From an optimization exercise on the open Yosys and OpenROAD flow, aimed at small area, a short achievable clock period and few clock cycles per item; shortcuts taken in it are not production practice.
The RTL was checked by simulation tests, not by an equivalence proof against the original design.

File: design/flow/config.mk
export PLATFORM = sky130hd
export DESIGN_NAME = pbkdf2_iter
export DESIGN_NICKNAME = pbkdf2_iter
export VERILOG_FILES = /design/flow/design.v
export SDC_FILE = /design/flow/constraint.sdc
export NUM_CORES = 4
export LEC_CHECK = 0
export CAP_MARGIN = 20
export CORE_MARGIN = 2
export CORE_UTILIZATION = 58
export PLACE_DENSITY = 0.68
export SETUP_SLACK_MARGIN = 5
export SLEW_MARGIN = 20
export TNS_END_PERCENT = 5
File: design/flow/constraint.sdc
create_clock -name core_clock -period 10.0 [get_ports {clk}]
set_input_delay 2.0000 -clock core_clock [delete_from_list [all_inputs] [get_ports {clk}]]
set_output_delay 2.0000 -clock core_clock [all_outputs]
set_load 0.01 [all_outputs]
File: design/flow/design.v
module pbkdf2_iter (
    input  wire         clk,
    input  wire         rst,           
    input  wire         in_valid,
    output wire         in_ready,
    input  wire [255:0] istate,
    input  wire [255:0] ostate,
    input  wire [255:0] u1,
    input  wire [16:0]  iterations,    
    output reg          out_valid,
    output wire [255:0] dk
);
    function [31:0] rotr;
        input [31:0] x;
        input integer n;
        rotr = (x >> n) | (x << (32 - n));
    endfunction
    function [31:0] big_sigma0;
        input [31:0] x;
        big_sigma0 = rotr(x, 2) ^ rotr(x, 13) ^ rotr(x, 22);
    endfunction
    function [31:0] big_sigma1;
        input [31:0] x;
        big_sigma1 = rotr(x, 6) ^ rotr(x, 11) ^ rotr(x, 25);
    endfunction
    function [31:0] small_sigma0;
        input [31:0] x;
        small_sigma0 = rotr(x, 7) ^ rotr(x, 18) ^ (x >> 3);
    endfunction
    function [31:0] small_sigma1;
        input [31:0] x;
        small_sigma1 = rotr(x, 17) ^ rotr(x, 19) ^ (x >> 10);
    endfunction
    function [63:0] csa;
        input [31:0] x, y, z;
        reg [31:0] s, c;
        begin
            s = x ^ y ^ z;
            c = (x & y) | (x & z) | (y & z);
            csa = {c[30:0], 1'b0, s};
        end
    endfunction
    localparam [2047:0] KNEXT = {
        32'h428a2f98, 32'hc67178f2, 32'hbef9a3f7, 32'ha4506ceb,
        32'h90befffa, 32'h8cc70208, 32'h84c87814, 32'h78a5636f,
        32'h748f82ee, 32'h682e6ff3, 32'h5b9cca4f, 32'h4ed8aa4a,
        32'h391c0cb3, 32'h34b0bcb5, 32'h2748774c, 32'h1e376c08,
        32'h19a4c116, 32'h106aa070, 32'hf40e3585, 32'hd6990624,
        32'hd192e819, 32'hc76c51a3, 32'hc24b8b70, 32'ha81a664b,
        32'ha2bfe8a1, 32'h92722c85, 32'h81c2c92e, 32'h766a0abb,
        32'h650a7354, 32'h53380d13, 32'h4d2c6dfc, 32'h2e1b2138,
        32'h27b70a85, 32'h14292967, 32'h06ca6351, 32'hd5a79147,
        32'hc6e00bf3, 32'hbf597fc7, 32'hb00327c8, 32'ha831c66d,
        32'h983e5152, 32'h76f988da, 32'h5cb0a9dc, 32'h4a7484aa,
        32'h2de92c6f, 32'h240ca1cc, 32'h0fc19dc6, 32'hefbe4786,
        32'he49b69c1, 32'hc19bf174, 32'h9bdc06a7, 32'h80deb1fe,
        32'h72be5d74, 32'h550c7dc3, 32'h243185be, 32'h12835b01,
        32'hd807aa98, 32'hab1c5ed5, 32'h923f82a4, 32'h59f111f1,
        32'h3956c25b, 32'he9b5dba5, 32'hb5c0fbcf, 32'h71374491
    };
    reg  [255:0] ri;              
    reg  [255:0] ro;              
    reg  [255:0] rt;              
    reg  [31:0] a, b, c, d, e, f, g, h;
    reg  [31:0] hk;             
    reg  [511:0] win;              
    reg  [5:0]  rnd;            
    reg         outer;          
    reg         first;          
    reg         drain;          
    reg  [16:0] cnt;            
    reg         busy;
    assign in_ready = !busy;
    assign dk = {rt[31:0], rt[63:32], rt[95:64], rt[127:96], rt[159:128], rt[191:160], rt[223:192], rt[255:224]};
    wire        busy_n  = rst ? 1'b0 : (busy ? !done_n : in_valid);
    wire        done_n;
    wire [5:0]  rnd_n   = busy ? rnd + 6'd1 : 6'd63;
    wire        r63     = (rnd == 6'd63);
    wire        outer_n = !busy ? 1'b1 : (r63 ? !outer : outer);
    wire        first_n = !busy ? 1'b1 : ((r63 && !outer) ? 1'b0 : first);
    wire        n63   = (rnd_n == 6'd63);
    wire        n7    = (rnd_n == 6'd7);
    wire        n14   = (rnd_n == 6'd14);
    wire        n15   = (rnd_n == 6'd15);
    wire        nd    = (rnd_n[5:3] == 3'd0);                    
    wire        nc    = ((rnd_n[5:3] == 3'd1) && !n15) || n7;    
    wire        nn    = !nd && !nc && !n15 && !n63;              
    wire        nfst  = first_n && !(n63 && !outer_n);
    wire        npbi  = outer_n ^ n63;
    reg [31:0] kq;
    always @(posedge clk)
        kq <= KNEXT[{rnd_n, 5'b00000} +: 32];
    reg q_r63, q_nrm, q_o3, q_w0, q_w8, q_pbt, q_pbi, q_pbo, q_nbo, q_nbi;
    reg q_wa, q_ws, q_p7, q_p14, q_xen, q_fst, q_rn, q_ld;
    always @(posedge clk) begin
        q_ld  <= !busy_n;                   
        q_r63 <= n63;
        q_rn  <= !n63;
        q_nrm <= nn;
        q_o3  <= nn || n15;
        q_w0  <= nn || (!nfst && !n7);
        q_w8  <= n7 && !nfst;
        q_pbt <= !nn && nfst;
        q_pbi <= !nn && !nfst && npbi;
        q_pbo <= !nn && !nfst && !npbi;
        q_nbo <= n63 && !outer_n;           
        q_nbi <= n63 && outer_n;
        q_wa  <= n63 && !nfst;
        q_ws  <= !n63 && !nc;
        q_p7  <= n7;
        q_p14 <= n14;
        q_xen <= !outer_n && nd && !nfst;
        q_fst <= nfst;
    end
    wire [31:0] w_t  = win[32*(15) +: 32];
    wire [31:0] ch   = (e & f) ^ (~e & g);
    wire [31:0] maj  = (a & b) ^ (a & c) ^ (b & c);
    wire [31:0] s1e  = big_sigma1(e);
    wire [31:0] s0a  = big_sigma0(a);
    wire [63:0] l1  = csa(hk, w_t, ch);
    wire [63:0] l1b = csa(s1e, s0a, maj);
    wire [63:0] la2 = csa(l1[31:0], l1[63:32], l1b[31:0]);
    wire [63:0] la3 = csa(la2[31:0], la2[63:32], l1b[63:32]);
    wire [31:0] a_new = la3[31:0] + la3[63:32];
    wire [63:0] le2 = csa(l1[31:0], l1[63:32], s1e);
    wire [63:0] le3 = csa(le2[31:0], le2[63:32], d);
    wire [31:0] e_new = le3[31:0] + le3[63:32];
    wire [31:0] pb  = ({32{q_pbt}} & rt[32*(1) +: 32]) | ({32{q_pbi}} & ri[32*(1) +: 32])
                    | ({32{q_pbo}} & ro[32*(1) +: 32]);
    wire [31:0] o1  = {32{q_nrm}} & small_sigma1(win[32*(14) +: 32]);
    wire [31:0] o3  = {32{q_o3}} & small_sigma0(win[32*(1) +: 32]);
    wire [31:0] o2  = ({32{q_nrm}} & win[32*(9) +: 32]) | pb;
    wire [31:0] o4  = ({32{q_w0}} & win[32*(0) +: 32]) | ({32{q_w8}} & win[32*(8) +: 32]);
    wire [63:0] ls1 = csa(o1, o2, o3);
    wire [63:0] ls2 = csa(ls1[31:0], ls1[63:32], o4);
    wire [31:0] sched = ls2[31:0] + ls2[63:32];
    wire [31:0] hk_h  = ({32{q_nbo}} & ro[32*(0) +: 32]) | ({32{q_nbi}} & ri[32*(0) +: 32])
                      | ({32{q_rn}} & g);
    wire [31:0] hk_b  = {32{q_r63}} & pb;
    wire [63:0] lk    = csa(hk_h, kq, hk_b);
    wire [31:0] hk_new = lk[31:0] + lk[63:32];
    assign done_n = drain ? (rnd == 6'd7) : (r63 && outer && first && cnt == 17'd1);
    always @(posedge clk) begin
        busy      <= busy_n;
        out_valid <= !rst && busy && done_n;
        if (rst || !busy)
            drain <= 1'b0;
        else if (r63 && outer && !first && cnt == 17'd2)
            drain <= 1'b1;
        else if (done_n)
            drain <= 1'b0;
    end
    always @(posedge clk) begin
        rnd   <= rnd_n;
        outer <= outer_n;
        first <= first_n;
        if (!busy)
            cnt <= iterations;
        else if (r63 && outer && !first)
            cnt <= cnt - 17'd1;
    end
    integer i;
    always @(posedge clk) begin
        for (i = 0; i < 8; i = i + 1) begin
            ri[32*(i) +: 32] <= ({32{q_ld}} & istate[255 - 32 * ((i + 7) % 8) -: 32])
                              | ({32{busy}} & ri[32*((i + 1) % 8) +: 32]);
            ro[32*(i) +: 32] <= ({32{q_ld}} & ostate[255 - 32 * ((i + 7) % 8) -: 32])
                              | ({32{busy}} & ro[32*((i + 1) % 8) +: 32]);
            if (i == 0)
                rt[32*(i) +: 32] <= ({32{q_ld}} & u1[255 - 32 * 7 -: 32])
                                  | ({32{busy}} & (rt[32*(1) +: 32] ^ ({32{q_xen}} & sched)));
            else
                rt[32*(i) +: 32] <= ({32{q_ld}} & u1[255 - 32 * ((i + 7) % 8) -: 32])
                                  | ({32{busy}} & rt[32*((i + 1) % 8) +: 32]);
        end
    end
    wire [31:0] q_rn32 = {32{q_rn}}, q_bo32 = {32{q_nbo}}, q_bi32 = {32{q_nbi}};
    wire [31:0] nb0 = q_nbo ? ro[32*(1) +: 32] : ri[32*(1) +: 32];
    wire [31:0] nb4 = q_nbo ? ro[32*(5) +: 32] : ri[32*(5) +: 32];
    wire [31:0] q_rb32 = {32{q_r63}};
    always @(posedge clk) begin
        hk <= hk_new;
        a <= (q_rn32 & a_new) | (q_rb32 & nb0);
        b <= (q_rn32 & a)     | (q_bo32 & ro[32*(2) +: 32]) | (q_bi32 & ri[32*(2) +: 32]);
        c <= (q_rn32 & b)     | (q_bo32 & ro[32*(3) +: 32]) | (q_bi32 & ri[32*(3) +: 32]);
        d <= (q_rn32 & c)     | (q_bo32 & ro[32*(4) +: 32]) | (q_bi32 & ri[32*(4) +: 32]);
        e <= (q_rn32 & e_new) | (q_rb32 & nb4);
        f <= (q_rn32 & e)     | (q_bo32 & ro[32*(6) +: 32]) | (q_bi32 & ri[32*(6) +: 32]);
        g <= (q_rn32 & f)     | (q_bo32 & ro[32*(7) +: 32]) | (q_bi32 & ri[32*(7) +: 32]);
        h <= (q_rn32 & g)     | (q_bo32 & ro[32*(0) +: 32]) | (q_bi32 & ri[32*(0) +: 32]);
    end
    integer k;
    always @(posedge clk) begin
        for (k = 7; k < 15; k = k + 1)
            win[32*(k) +: 32] <= win[32*(k + 1) +: 32];
        win[32*(0) +: 32] <= (q_rn32 & win[32*(1) +: 32]) | ({32{q_r63}} & a);
        win[32*(1) +: 32] <= (q_rn32 & win[32*(2) +: 32]) | ({32{q_r63}} & b);
        win[32*(2) +: 32] <= (q_rn32 & win[32*(3) +: 32]) | ({32{q_r63}} & c);
        win[32*(3) +: 32] <= (q_rn32 & win[32*(4) +: 32]) | ({32{q_r63}} & e_new);
        win[32*(4) +: 32] <= (q_rn32 & win[32*(5) +: 32]) | ({32{q_r63}} & e);
        win[32*(5) +: 32] <= (q_rn32 & win[32*(6) +: 32]) | ({32{q_r63}} & f);
        win[32*(6) +: 32] <= (q_rn32 & win[32*(7) +: 32]) | ({32{q_r63}} & g);
        win[32*(15) +: 32] <= ({32{q_wa}} & a_new) | ({32{q_ws}} & sched)
                            | {q_p7, 21'h0, q_p14, q_p14, 8'h0};
    end
endmodule
File: design/flow/flow/run.sh
#!/bin/bash
# Standard ORFS layout (the standard.sh, unchanged synthesis, floorplan,
# power grid and tap cells), with two changes:
#  * ports are buffered with sky130_fd_sc_hd__buf_1 instead of the default
#    choice (every input and output port still gets its own buffer);
#  * clock tree: no dummy loads, smaller clock buffers.
set -euo pipefail
export BUFFER_PORTS_ARGS="-buffer_cell sky130_fd_sc_hd__buf_1"
export CTS_ARGS="-sink_clustering_enable -repair_clock_nets -dont_use_dummy_load -buf_list {sky130_fd_sc_hd__clkbuf_8 sky130_fd_sc_hd__clkbuf_16} -sink_clustering_size 30 -sink_clustering_max_diameter 80"
bash standard.sh finish > standard_flow.log 2>&1
File: design/flow/standard.sh
#!/bin/bash
# synth_recipe.tcl (not shown) runs the flow's synth.tcl, then flattens the netlist and writes it again
# the make line also repeats each setting of config.mk as NAME=value (left out here)
make -C /OpenROAD-flow-scripts/flow DESIGN_CONFIG=/design/flow/config.mk WORK_HOME=/design/flow/orfs CLKGATE_MAP_FILE= SYNTH_SCRIPT=/design/flow/synth_recipe.tcl "${@:-finish}"
==> impl_metrics.env, run 1 <==
export IMPL_syn_nets=7732
export IMPL_cts_hold_buffers=0
export IMPL_slew_violations=0
export IMPL_port_buffers=1045
export IMPL_setup_viol=0
export IMPL_drt_iter0_markers=10070
export IMPL_path_clk_slew_ns=0.12
export IMPL_cts_inserted_buffers=72
export IMPL_yosysWarnings=1
export IMPL_worstSetupPathType="flip-flop to flip-flop"
export IMPL_worstPathMaxFanout=4
export IMPL_die_w_um=347.4
export IMPL_vias=59170
export IMPL_num_rows=126
export IMPL_tightest_slew_ns=1.146
export IMPL_critical_path_max_stage_delay_ns=0.53
export IMPL_drc=0
export IMPL_synth_main_ff_cell="dfxtp_1"
export IMPL_core_area_um2=117500
export IMPL_wl_per_cell_um=34.59
export IMPL_die_area_um2=120700
export IMPL_postSynthAreaPerCell_um2=10.49
export IMPL_ys_seq_area_share_pct=47.45
export IMPL_final_min_clock_period_ns=5.194
export IMPL_synth_edf_count=17
export IMPL_endpoint_kind="flip-flop"
export IMPL_cts_sinks=1613
export IMPL_totalWireLength_um=305200
export IMPL_synth_area_leaders="dfxtp_1 (47%), a22o_1 (13%), fa_1 (8.1%)"
export IMPL_crit_top_cell="fa_1"
export IMPL_cts_root_buf="clkbuf_16"
export IMPL_cts_max_level=3
export IMPL_grt_start_max_net_pins=218
export IMPL_syn2layout_area_growth_pct=11.82
export IMPL_gr_total_overflow=0
export IMPL_netlist_instances=6523
export IMPL_placed_area_um2=73090
export IMPL_grt_pass1_vias=56120
export IMPL_synthArstFlopShare_pct=0
export IMPL_synth_top_area_share_pct=46.70
export IMPL_hold_path_class="flip-flop to flip-flop"
export IMPL_synthesis_area_um2=68410
export IMPL_finalCritPeriodShare_pct=51.94
export IMPL_die_height_um=347.4
export IMPL_multi_input_area_um2=32790
export IMPL_crit_chain="mux2_2, fa_1, inv_1, fa_1, fa_1, inv_1, ha_2, inv_1, fa_1, nor2b_1, o31a_1, o31ai_4, a31oi_1, buf_4, a31oi_4, o211a_4, buf_4, nor3_4, o2111ai_1, nand4_1"
export IMPL_dp_final_hpwl_um=233700
export IMPL_hold_viol_final=0
export IMPL_synth_distinct_cells=87
export IMPL_antenna_left=0
export IMPL_status="complete, no violations"
export IMPL_start_util_pct=58.25
export IMPL_wl_met1_um=107900
export IMPL_antenna_found_initial=47
export IMPL_yosysMostFrequentCell="dfxtp_1"
export IMPL_place_gp_congestion=1.107
export IMPL_cap_viol_max_count=0
export IMPL_arrival_ns=5.84
export IMPL_slowest_stage="fa_1"
export IMPL_max_slew_margin_pct=23.60
export IMPL_pin_count=1046
export IMPL_clockBufferDepth=3
export IMPL_tns_ns=0
export IMPL_cts_tree="built"
export IMPL_grt_pass1_wl_um=417000
export IMPL_gr_usage_all_layers_pct=48.59
export IMPL_rsz0062_at_grt="true"
export IMPL_ys_ff_latch=1613
export IMPL_synth_common_cells="dfxtp_1 (1,596), a22o_1 (1,006), inv_1 (575), clkbuf_1 (451), nand2_1 (425)"
export IMPL_yosysTopAreaCell="dfxtp_1"
export IMPL_maxUsedRoutingLayer="met5"
export IMPL_finish_instance_area_um2=76500
export IMPL_crit_required_ns=10.65
export IMPL_crit_path_start_kind="flip-flop"
export IMPL_area_sequential_um2=32660
export IMPL_fillers=9380
export IMPL_clkLatencyLatePin_ns=0.72
export IMPL_drive_gt1_share_pct=5.990
export IMPL_wl_met3_um=41840
export IMPL_finalNetCount=8473
export IMPL_viasPerCell=6.706
export IMPL_wl_met2_um=126900
export IMPL_drt_pass1_iterations=10
export IMPL_fmax_mhz=192.5
export IMPL_skew_ns=0.09786
-- area by class of cell --
| cell class | instances | share of cell area, % |
|---|---|---|
| Multi-Input combinational cell | 3833 | 42.86 |
| Sequential cell | 1613 | 42.69 |
| Timing Repair Buffer | 1166 | 6.658 |
| Inverter | 578 | 2.836 |
| Tap cell | 1536 | 2.512 |
| Clock buffer | 72 | 2.355 |
| Antenna cell | 26 | 0.08505 |
-- repair_timing --
action                                  4_1_cts  5_1_grt
cloned                                        0        3
pin swaps                                    29       32
endpoints found under the hold margin         0        0
setup buffers                                29       19
endpoints found under the setup margin      109       92
resized for setup                           159       91
-- placed cells by master, fill, tap and decap left out, drive strengths merged, types with 192 or more instances in the layout --
| master | synthesis | final |
|---|---|---|
| nand2 | 425 | 425 |
| a22o | 1006 | 1006 |
| o21ai | 237 | 237 |
| buf | 47 | 1163 |
| dfxtp | 1596 | 1596 |
| a21oi | 222 | 222 |
| inv | 576 | 577 |
| a222oi | 192 | 192 |
| xnor2 | 265 | 265 |
| fa | 278 | 278 |
-- registers in the layout, summed over array words and instances (netlist names), 6 cells and up --
signal,count
win,512
ri,256
ro,256
rt,256
a,32
b,32
c,32
d,32
e,32
f,32
g,32
hk,32
kq,32
cnt,17
rnd,6
-- per-layer routing --
layer,vias to the layer above,track usage (%)
met5,-,0
met4,26,35.47
met3,1111,17.41
met2,4572,70.77
met1,28700,59.37
li1,24760,-
-- worst max-delay path: cells and delay by family (launching register included) --
| family | cells | cell delay (ns) |
|---|---|---|
| DFF | 1 | 0.37 |
| buffers and inverters | 5 | 0.57 |
| AOI/OAI and AO/OA | 6 | 1.14 |
| muxes | 1 | 0.36 |
| adders and majority gates | 5 | 2.13 |
| and+or+nand+nor | 3 | 0.58 |
-- cells by family after synthesis --
kind of cell	Yosys count	synth area share, %
flops	1613	47.45
mux	99	1.502
simple gates	835	5.328
xor+xnor	390	4.993
compound gates	2087	24.04
fa+ha+maj	422	10.76
buf+inv	1077	5.924
-- final timing paths --
path         endpoint     start  cells after the start  slack, ns
max          win[127]      e[1]                     20       4.81
min          win[280]  win[312]                      0       0.27
max reg2reg  win[127]      e[1]                     20       4.81
min reg2reg  win[280]  win[312]                      0       0.27
-- through the flow --
stage               hold WS [ns]  utilization [%]  cells  setup WS, ns
finish                    0.2746            65.13   8824         4.806
global route              0.2845            65.11   8812         4.739
CTS                       0.2866            64.51   8776         4.822
detailed placement        0.3121            62.23   8675         3.807
global placement          0.3103            62.23   8675         3.737
floorplan                 0.3096                -   6523         5.103
Testbench counts, summed over its fixed seeds: cycles 230,632, iterations 1,846.
==> inputs of run 2 (changes only) <==
--- a/design/flow/flow/run.sh
+++ b/design/flow/flow/run.sh
@@ -8,3 +8,3 @@
 export BUFFER_PORTS_ARGS="-buffer_cell sky130_fd_sc_hd__buf_1"
-export CTS_ARGS="-sink_clustering_enable -repair_clock_nets -dont_use_dummy_load -buf_list {sky130_fd_sc_hd__clkbuf_8 sky130_fd_sc_hd__clkbuf_16} -sink_clustering_size 30 -sink_clustering_max_diameter 80"
+export CTS_ARGS="-sink_clustering_enable -repair_clock_nets -dont_use_dummy_load -buf_list {sky130_fd_sc_hd__clkbuf_8 sky130_fd_sc_hd__clkbuf_16} -sink_clustering_size 25 -sink_clustering_max_diameter 80"
 bash standard.sh finish > standard_flow.log 2>&1
--- a/design/flow/config.mk
+++ b/design/flow/config.mk
@@ -7,2 +7,3 @@
 export LEC_CHECK = 0
+export ABC_AREA = 1
 export CAP_MARGIN = 20
@@ -13,2 +14,2 @@
 export SLEW_MARGIN = 20
-export TNS_END_PERCENT = 5
+export TNS_END_PERCENT = 100
==> impl_metrics.env, run 2 <==
export IMPL_tightest_slew_ns=1.368
export IMPL_ys_seq_area_share_pct=45.79
export IMPL_dp_final_hpwl_um=327500
export IMPL_hold_depth=0
export IMPL_die_w_um=353.6
export IMPL_pin_count=1046
export IMPL_skew_ns=0.07133
export IMPL_hold_path_class="flip-flop to flip-flop"
export IMPL_largest_reg_flops=512
export IMPL_postSynthAreaPerCell_um2=8.641
export IMPL_viasPerCell=6.869
export IMPL_cts_max_level=3
export IMPL_utilization_pct=64.16
export IMPL_crit_top_cell="nand2_1"
export IMPL_grt_start_max_net_pins=173
export IMPL_port_buffers=1045
export IMPL_gr_usage_all_layers_pct=62.64
export IMPL_ff2ff_path_depth=18
export IMPL_wl_per_cell_um=38.20
export IMPL_max_slew_margin_pct=7.834
export IMPL_yosysMostFrequentCell="nand2_1"
export IMPL_cap_viol_max_count=0
export IMPL_critical_path_max_stage_delay_ns=0.84
export IMPL_synth_edf_count=17
export IMPL_antenna_left=0
export IMPL_cp_depth=18
export IMPL_worstPathMaxFanout=5
export IMPL_synth_common_cells="nand2_1 (1,675), dfxtp_1 (1,596), inv_1 (1,093), o21ai_0 (728), a22o_1 (607)"
export IMPL_place_gp_congestion=1.295
export IMPL_slowest_stage="o21ai_0"
export IMPL_gr_total_overflow=0
export IMPL_start_util_pct=58.32
export IMPL_crit_family="adder cells"
export IMPL_fillers=10600
export IMPL_synth_distinct_cells=49
export IMPL_final_min_clock_period_ns=5.060
export IMPL_area_sequential_um2=32500
export IMPL_grt_pass1_wl_um=532400
export IMPL_slew_violations=0
export IMPL_finalNetCount=10180
export IMPL_tns_ns=0
export IMPL_status="complete, no violations"
export IMPL_cts_tree="built"
export IMPL_synthesis_area_um2=70890
export IMPL_stdcell_count=10680
export IMPL_synth_top_area_share_pct=45.07
export IMPL_cp_num_buf_inv=4
export IMPL_final_cell_mix="nand2_1 (1,674), dfxtp_1 (1,580), inv_1 (1,088), buf_1 (1,045), o21ai_0 (718)"
export IMPL_drc=0
export IMPL_finish_instance_area_um2=77990
export IMPL_yosysTopAreaCell="dfxtp_1"
export IMPL_arrival_ns=5.65
export IMPL_syn2layout_area_growth_pct=10.02
export IMPL_crit_chain="inv_1, o21ai_0, fa_1, inv_1, fa_1, inv_1, fa_1, ha_1, a21oi_1, nand2_1, a21oi_1, nand2_1, a21oi_1, nand2_1, inv_1, nand2_1, nand3_1, nand2_1"
export IMPL_endpoint_kind="flip-flop"
export IMPL_drt_pass1_iterations=14
export IMPL_worstSetupPathType="flip-flop to flip-flop"
export IMPL_crit_path_start_kind="flip-flop"
export IMPL_crit_required_ns=10.59
export IMPL_place_inst=10510
export IMPL_totalWireLength_um=407800
export IMPL_final_common_cell="nand2_1"
export IMPL_netlist_instances=8204
export IMPL_cts_root_buf="clkbuf_16"
export IMPL_ys_ff_latch=1613
export IMPL_die_height_um=353.6
export IMPL_clkLatencyLatePin_ns=0.77
export IMPL_synth_area_leaders="dfxtp_1 (45%), nand2_1 (8.9%), fa_1 (7.9%)"
export IMPL_vias=73350
export IMPL_synthArstFlopShare_pct=0
export IMPL_syn_nets=9413
export IMPL_core_area_um2=121600
export IMPL_die_area_um2=125000
export IMPL_rsz0062_at_grt="false"
export IMPL_synth_main_ff_cell="dfxtp_1"
export IMPL_multi_input_area_um2=32720
export IMPL_drt_iter0_markers=16280
export IMPL_placed_area_um2=75690
export IMPL_cts_sinks=1613
export IMPL_finalCritPeriodShare_pct=50.60
export IMPL_yosysWarnings=1
export IMPL_clockBufferDepth=3
export IMPL_fmax_mhz=197.6
export IMPL_hold_viol_final=0
export IMPL_grt_pass1_vias=65630
export IMPL_cts_inserted_buffers=80
export IMPL_path_clk_slew_ns=0.10
export IMPL_regMostFlops="win"
export IMPL_setup_viol=0
export IMPL_drive_gt1_share_pct=2.855
export IMPL_antenna_found_initial=68
export IMPL_num_rows=128
-- run 2: changes by cell type after synthesis, moves of 192 or more --
cell / previous run / this run
nand2_1: 425 / 1675
nand3_1: 66 / 339
a22o_1: 1006 / 607
o21ai_0: 230 / 728
inv_1: 575 / 1093
a222oi_1: 192 / 0
-- run 2: final timing paths --
| path | startpoint | slack [ns] | to |
|---|---|---|---|
| min | win[361] | 0.32 | win[329] |
| min reg2reg | win[361] | 0.32 | win[329] |
| max | g[26] | 4.94 | e[31] |
| max reg2reg | g[26] | 4.94 | e[31] |
-- run 2: layer usage --
layer  global-route usage (%)  part of all wire [%]  wire length [µm]  up-vias
met3                    43.86                    21             83780     2017
met5                    23.21                   1.0              4097        -
li1                         -                     -                 -    28500
met1                    73.10                    33            135700    34870
met2                    74.95                    34            140600     7867
met4                    49.26                    11             43750       91
-- run 2: repair_timing --
action                                  4_1_cts  5_1_grt
hold buffers                                  0        0
gates resized for setup                       1       24
setup buffers                                 0        2
endpoints found under the setup margin        1       44
-- run 2: kinds of logic after synthesis --
family	after synthesis	synth area share [%]
xor gates and xnor gates	270	3.336
buffers and inverters	1516	8.109
DFF	1613	45.79
adders and majority gates	421	10.37
and+or+nand+nor	2410	13.94
AOI/OAI and AO/OA	1974	18.44
-- run 2: per-stage QoR --
stage                     hold slack [ns]  setup slack [ns]
after detailed placement           0.3121             5.004
after floorplan                    0.3096             5.951
after CTS                          0.3271             5.006
after global routing               0.3371             4.927
after global placement             0.3097             4.992
final                              0.3248             4.940
-- run 2: area by class of cell --
| cell class | instances | share of cell area, % |
|---|---|---|
| clock buffer | 80 | 2.567 |
| multi-input combinational | 5075 | 41.95 |
| tap | 1625 | 2.607 |
| sequential | 1613 | 41.67 |
| inverter | 1104 | 5.357 |
| timing repair buffer | 1095 | 5.578 |
| antenna | 86 | 0.2759 |
-- run 2: worst register-to-register path, stage by stage, from the launching register on --
cell	delay [ns]
dfxtp_1	0.33
inv_1	0.26
o21ai_0	0.84
fa_1	0.62
inv_1	0.10
fa_1	0.42
inv_1	0.09
fa_1	0.44
ha_1	0.43
a21oi_1	0.26
nand2_1	0.15
a21oi_1	0.15
nand2_1	0.10
a21oi_1	0.15
nand2_1	0.23
inv_1	0.12
nand2_1	0.07
nand3_1	0.07
nand2_1	0.06

[separate check: timing with driven ports]
The results above use ideal ports. As a check the final layouts listed here were re-extracted and re-timed, cells and wires unchanged. Step 1 assumes that a clkbuf_16 drives the clock port and a buf_2 every other input. Step 2 also shifts input and output timing later by t, the mid clock arrival at the registers, as if the neighbouring blocks saw the same clock. a / b / c = ideal ports / drivers / drivers and shift; a / b = the first two.
run	shift t [ns]	setup slack, ns	latest minus earliest clock arrival (ns)	worst slew at a driven data input, ns
run 1	0.755	4.806 / 4.806 / 4.806	0.098 / 0.098	0.23
run 2	0.839	4.940 / 4.940 / 4.940	0.071 / 0.071	0.36
After both steps every run listed still meets setup and hold.
